From an optimization exercise on the open Yosys and OpenROAD flow, aimed at small area, a short achievable clock period and few clock cycles; shortcuts taken in it are not production practice. RTL that was checked went through simulation tests only; none was proved equivalent to the original. Power and IR drop assume default switching activity.

==> 01-11: inputs <==
// bbt_feistel
module bbt_feistel (
    input  wire         clk,
    input  wire         rst,
    input  wire         cmd_valid,
    output wire         cmd_ready,
    input  wire [2:0]   cmd_op,
    input  wire [31:0]  cmd_arg,
    input  wire [31:0]  cmd_a,
    input  wire [31:0]  cmd_b,
    input  wire [127:0] cmd_fkey,
    output reg          done,
    output reg          err,
    output wire [31:0]  out_a,
    output wire [31:0]  out_b,
    output reg          emit,
    output reg  [12:0]  kr_raddr,
    input  wire [31:0]  kr_rdata,
    output reg          kr_we,
    output wire [12:0]  kr_waddr,
    output reg  [31:0]  kr_wdata
);
clock: 8.0 ns
lec_check: 0
cap_margin: 20
core_margin: 2
core_utilization: 40
slew_margin: 20
standard.sh (not shown) runs the stock make flow with config.mk's settings and CLKGATE_MAP_FILE= SYNTH_SCRIPT=/design/flow/synth_recipe.tcl, a recipe that flattens the netlist after the stock synthesis.
==> flow/flow/run.sh <==
#!/bin/bash
# Standard ORFS layout, with the port buffers made of the smallest buffer
# cell instead of the one buffer_ports picks by default.
set -euo pipefail
export BUFFER_PORTS_ARGS="-buffer_cell sky130_fd_sc_hd__buf_1"
bash standard.sh > standard.log 2>&1
==> 03-07 (differences from 01-11) <==
--- a/flow/design.v
+++ b/flow/design.v
@@ -183,26 +183,23 @@
         else if (s_rnd && cyc == 3'd0)
             y <= sf ? 32'd0 : yrd;
         else if (s_fin)
             y <= sf ? x : yrd;
         else if (swap || s_xor)
             y <= x;
-        if (s_acc)
-            acc <= kx ? cmd_fkey[63:32] : 32'd0;
-        else if (c4)
-            acc <= 32'd0;
+        if (s_acc && kx)
+            acc <= cmd_fkey[63:32];
         else if (s_rnd && (cyc == 3'd1 || cyc == 3'd2))
             acc <= acc ^ kr_rdata;
         else if (s_rnd && cyc == 3'd3)
             acc <= sum;
         else if (s_xor)
             acc <= w;
-        if (c4)
-            kr_wdata <= xnew;
-        else if (s_fin || s_xor)
-            kr_wdata <= yrd;
+        else
+            acc <= 32'd0;
+        kr_wdata <= (s_fin || s_xor) ? yrd : xnew;
         if (s_wait)
             kr_raddr <= key(cmd_op == OP_DESCRAMBLE || cmd_op == OP_BLOCK_ENC, 5'd0);
         else if (s_acc)
             kr_raddr <= kx ? 13'd0 : sf ? tab(2'd2, cmd_arg[15:8]) : key(fwd, 5'd1);
         else if (swap && !(c4 && r == 4'd15))
             kr_raddr <= tab(2'd2, (s_pro1 && first_k1) ? 8'd0 : xnew[15:8]);
- CAP_MARGIN: 20 -> 10
- CORE_UTILIZATION: 40 -> 60
- CTS_BUF_LIST: unset -> sky130_fd_sc_hd__clkbuf_8
- CTS_CLUSTER_DIAMETER: unset -> 80
- CTS_CLUSTER_SIZE: unset -> 14
- PLACE_DENSITY: unset -> 0.7
- SETUP_SLACK_MARGIN: unset -> 4.4
- SLEW_MARGIN: 20 -> 10
==> 04-04 (differences from 01-11) <==
--- a/flow/design.v
+++ b/flow/design.v
@@ -31,17 +31,18 @@
     reg         s_acc;           
     reg         s_chk;           
     reg         s_rnd;           
     reg         s_fin;           
     reg         s_pro1;          
     reg         s_xor;           
+    reg         s_pre;           
+    reg         s_wr;            
     reg [2:0]   op;
     reg         copied, ready, active;
     reg [9:0]   k1h;             
     reg [10:0]  k2h;             
-    reg [28:0]  pairs_left;
     reg [1:0]   pidx;
     reg [2:0]   cyc;             
     reg [3:0]   r;               
     reg [11:0]  cnt;             
     reg         in_k2;           
     reg [31:0]  x, y, acc, w;
@@ -49,12 +50,15 @@
     assign out_a = y;
     assign out_b = x;
     wire fwd  = (op == OP_DESCRAMBLE) || (op == OP_BLOCK_ENC);
     wire desc = (op == OP_DESCRAMBLE);
     wire sf   = (op == OP_SFUNC);
     wire kx   = (op == OP_KEY_XOR);
+    wire spr  = (op == OP_STREAM_PR);
+    wire sbeg = (op == OP_STREAM_BEG);
+    localparam [12:0] CNT = 13'h0400;
     wire [31:0] sum  = acc + kr_rdata;
     wire [31:0] xnew = y ^ sum;
     wire [31:0] yrd  = y ^ kr_rdata;
     function [12:0] tab(input [1:0] t, input [7:0] v);
         tab = {1'b1, 2'b00, t, v};
     endfunction
@@ -69,25 +73,27 @@
     wire chk_end = cmd_bad || (op == OP_KEY_COPY) || (op == OP_STREAM_BEG);
     wire first_k1  = !in_k2 && (cnt == 12'd0);      
     wire k1_end    = !in_k2 && (cnt[11:1] == {1'b0, k1h});
     wire desc_end  = in_k2 && (cnt[11:1] == k2h);
     wire c4        = s_rnd && (cyc == 3'd4);
     wire rnd_last  = c4 && (sf || r == 4'd15);
-    wire swap      = c4 || s_chk || (s_pro1 && !desc_end);
+    wire swap      = c4 || (s_chk && !spr) || s_pre || (s_pro1 && !desc_end);
     wire [11:0] cnt1     = cnt + 12'd1;
     wire        xor_last = (cnt[10:0] == {k1h, 1'b1});
     assign kr_waddr = {in_k2, cnt[11:1], cnt[0] | s_fin};
     always @(posedge clk) begin
         if (rst) begin
             s_wait <= 1'b1;
             s_acc  <= 1'b0;
             s_chk  <= 1'b0;
             s_rnd  <= 1'b0;
             s_fin  <= 1'b0;
             s_pro1 <= 1'b0;
             s_xor  <= 1'b0;
+            s_pre  <= 1'b0;
+            s_wr   <= 1'b0;
             copied <= 1'b0;
             ready  <= 1'b0;
             active <= 1'b0;
             done   <= 1'b0;
             kr_we  <= 1'b0;
         end else begin
@@ -108,15 +114,22 @@
                 end else begin
                     s_chk <= 1'b1;
                 end
             end
             if (s_chk) begin
                 s_chk <= 1'b0;
-                if (chk_end) begin
-                    done   <= 1'b1;
-                    s_wait <= 1'b1;
+                if (sbeg && !cmd_bad) begin
+                    kr_we <= 1'b1;
+                    s_wr  <= 1'b1;
+                end else if (chk_end) begin
+                    done   <= 1'b1;
+                    s_wait <= 1'b1;
+                end else if (spr) begin
+                    kr_we  <= 1'b1;
+                    active <= (kr_rdata[31:3] != 29'd1);
+                    s_pre  <= 1'b1;
                 end else begin
                     s_rnd <= 1'b1;
                 end
                 if (!cmd_bad) begin
                     case (op)
                     OP_KEY_COPY: begin
@@ -140,14 +153,22 @@
                 if (desc) begin
                     s_pro1 <= 1'b1;
                     kr_we  <= 1'b1;
                 end else begin
                     done   <= 1'b1;
                     s_wait <= 1'b1;
-                    if (op == OP_STREAM_PR) active <= (pairs_left != 29'd1);
-                end
+                end
+            end
+            if (s_pre) begin
+                s_pre <= 1'b0;
+                s_rnd <= 1'b1;
+            end
+            if (s_wr) begin
+                s_wr   <= 1'b0;
+                done   <= 1'b1;
+                s_wait <= 1'b1;
             end
             if (s_pro1) begin
                 s_pro1 <= 1'b0;
                 if (desc_end) begin
                     ready  <= 1'b1;
                     done   <= 1'b1;
@@ -183,30 +204,34 @@
         else if (s_rnd && cyc == 3'd0)
             y <= sf ? 32'd0 : yrd;
         else if (s_fin)
             y <= sf ? x : yrd;
         else if (swap || s_xor)
             y <= x;
-        if (s_acc)
-            acc <= kx ? cmd_fkey[63:32] : 32'd0;
-        else if (c4)
-            acc <= 32'd0;
+        if (s_acc && kx)
+            acc <= cmd_fkey[63:32];
+        else if (s_acc && spr)
+            acc <= 32'hfffffff8;         
         else if (s_rnd && (cyc == 3'd1 || cyc == 3'd2))
             acc <= acc ^ kr_rdata;
         else if (s_rnd && cyc == 3'd3)
             acc <= sum;
         else if (s_xor)
             acc <= w;
-        if (c4)
-            kr_wdata <= xnew;
-        else if (s_fin || s_xor)
-            kr_wdata <= yrd;
+        else
+            acc <= 32'd0;
+        kr_wdata <= (s_fin || s_xor) ? yrd :
+                    (s_chk && spr)   ? sum :
+                    (s_chk && sbeg)  ? x : xnew;
         if (s_wait)
-            kr_raddr <= key(cmd_op == OP_DESCRAMBLE || cmd_op == OP_BLOCK_ENC, 5'd0);
+            kr_raddr <= (cmd_op == OP_STREAM_PR) ? CNT :
+                        key(cmd_op == OP_DESCRAMBLE || cmd_op == OP_BLOCK_ENC, 5'd0);
         else if (s_acc)
-            kr_raddr <= kx ? 13'd0 : sf ? tab(2'd2, cmd_arg[15:8]) : key(fwd, 5'd1);
+            kr_raddr <= kx ? 13'd0 : sf ? tab(2'd2, cmd_arg[15:8]) : key(fwd, spr ? 5'd0 : 5'd1);
+        else if (s_chk && spr)
+            kr_raddr <= key(1'b0, 5'd1);
         else if (swap && !(c4 && r == 4'd15))
             kr_raddr <= tab(2'd2, (s_pro1 && first_k1) ? 8'd0 : xnew[15:8]);
         else if (c4)
             kr_raddr <= key(fwd, 5'd0);
         else if (s_rnd) begin
             case (cyc)
@@ -224,13 +249,13 @@
             r   <= 4'd0;
         end else begin
             cyc <= (cyc == 3'd4) ? 3'd0 : cyc + 3'd1;
             if (cyc == 3'd4) r <= r + 4'd1;
         end
         if (s_acc) begin
-            cnt   <= kx ? 12'hffe : 12'd0;
+            cnt   <= kx ? 12'hffe : (spr || sbeg) ? CNT[11:0] : 12'd0;
             in_k2 <= 1'b0;
         end else if (s_xor) begin
             cnt <= cnt1;
         end else if (s_pro1) begin
             if (k1_end) begin
                 in_k2 <= 1'b1;
@@ -244,18 +269,15 @@
         if (s_chk) begin
             err <= cmd_bad;
             if (op == OP_KEY_COPY && !cmd_bad) begin
                 k1h <= x[10:1] - 10'd1;
                 k2h <= x[27:17] - 11'd1;
             end
-            if (op == OP_STREAM_BEG && !cmd_bad) begin
-                pairs_left <= x[31:3];
-                pidx       <= 2'd0;
-            end
+            if (sbeg && !cmd_bad)
+                pidx <= 2'd0;
         end
         if (s_fin && op == OP_STREAM_PR) begin
             emit       <= pidx[1];
             pidx       <= pidx[1] ? pidx : pidx + 2'd1;
-            pairs_left <= pairs_left - 29'd1;
         end
     end
 endmodule
- SETUP_SLACK_MARGIN: unset -> 4
==> key figures <==
Outcome
  – Status: timing/DRC/antenna clean

Finish
  – Final std cells w/o fill: 2,482
  – Multi-input gate area: 9360 µm²

Global route
  – All-Layer GR Usage: 41.8%
  – GRT met1 Usage: roughly 57%

Pwr
  – Leak: 6.88 nW
(the above is from 03-07)
==> key figures <==
Outcome
  – Status: timing/DRC/antenna clean

Global route
  – All-Layer GR Usage: approximately a third
  – GRT met1 Usage: 46.5%

Finish
  – Final std cells w/o fill: 2,864
  – Multi-input gate area: 10,400 µm²

Pwr
  – Leak: 7.10 nW
(the above is from 04-04)
==> key figures <==
Outcome
  – Status: timing/DRC/antenna clean

Finish
  – Sequential share of cell area: 36.7%
  – Final std cells w/o fill: 2,635

Logic synthesis
  – Synth Flop Type: edfxtp_1
  – Compound-Gate Fraction of Synth Area: 20.3%

Global route
  – All-Layer GR Usage: 30.0%
  – GRT met1 Usage: 41.1%

Pwr
  – Leak: 6.86 nW

Setup path
  – FF-to-FF setup slack: 4.17 ns
(the above is from 01-11)
Testbench counts of 03-07, summed over its fixed seeds: cycles 420,510.
Testbench counts of 04-04, summed over its fixed seeds: cycles 421,286.
The RTL of 01-11 was laid out without a check of its function.

[separate check: timing with driven ports]
Ports are ideal in the flow. The routed layouts listed here were re-timed in OpenROAD.
Step 1 assumes that a clkbuf_16 drives the clock port and a buf_2 every other input.
Step 2 times the ports against the registers' clock, not the clock port: input delays grow and output delays shrink by t, the midpoint of the rising clock arrivals with the driver on.
a / b / c = no drivers / after step 1 / after step 2; a / b = the first two.
run	t, ns	setup WS [ns]	hold WS [ns]	slew at the worst register clock pin (ns)
01-11	0.641	3.557 / 3.583 / 2.941	0.454 / 0.454 / 0.454	0.07 / 0.07
03-07	0.625	4.417 / 4.444 / 3.819	0.467 / 0.467 / 0.467	0.11 / 0.11
04-04	0.623	4.079 / 4.096 / 3.483	0.428 / 0.428 / 0.428	0.07 / 0.07
After both steps setup and hold are still met in every run listed. For 01-11, which loses most, drivers alone change the setup slack by +0.026 ns; drivers and shift together by -0.616 ns.
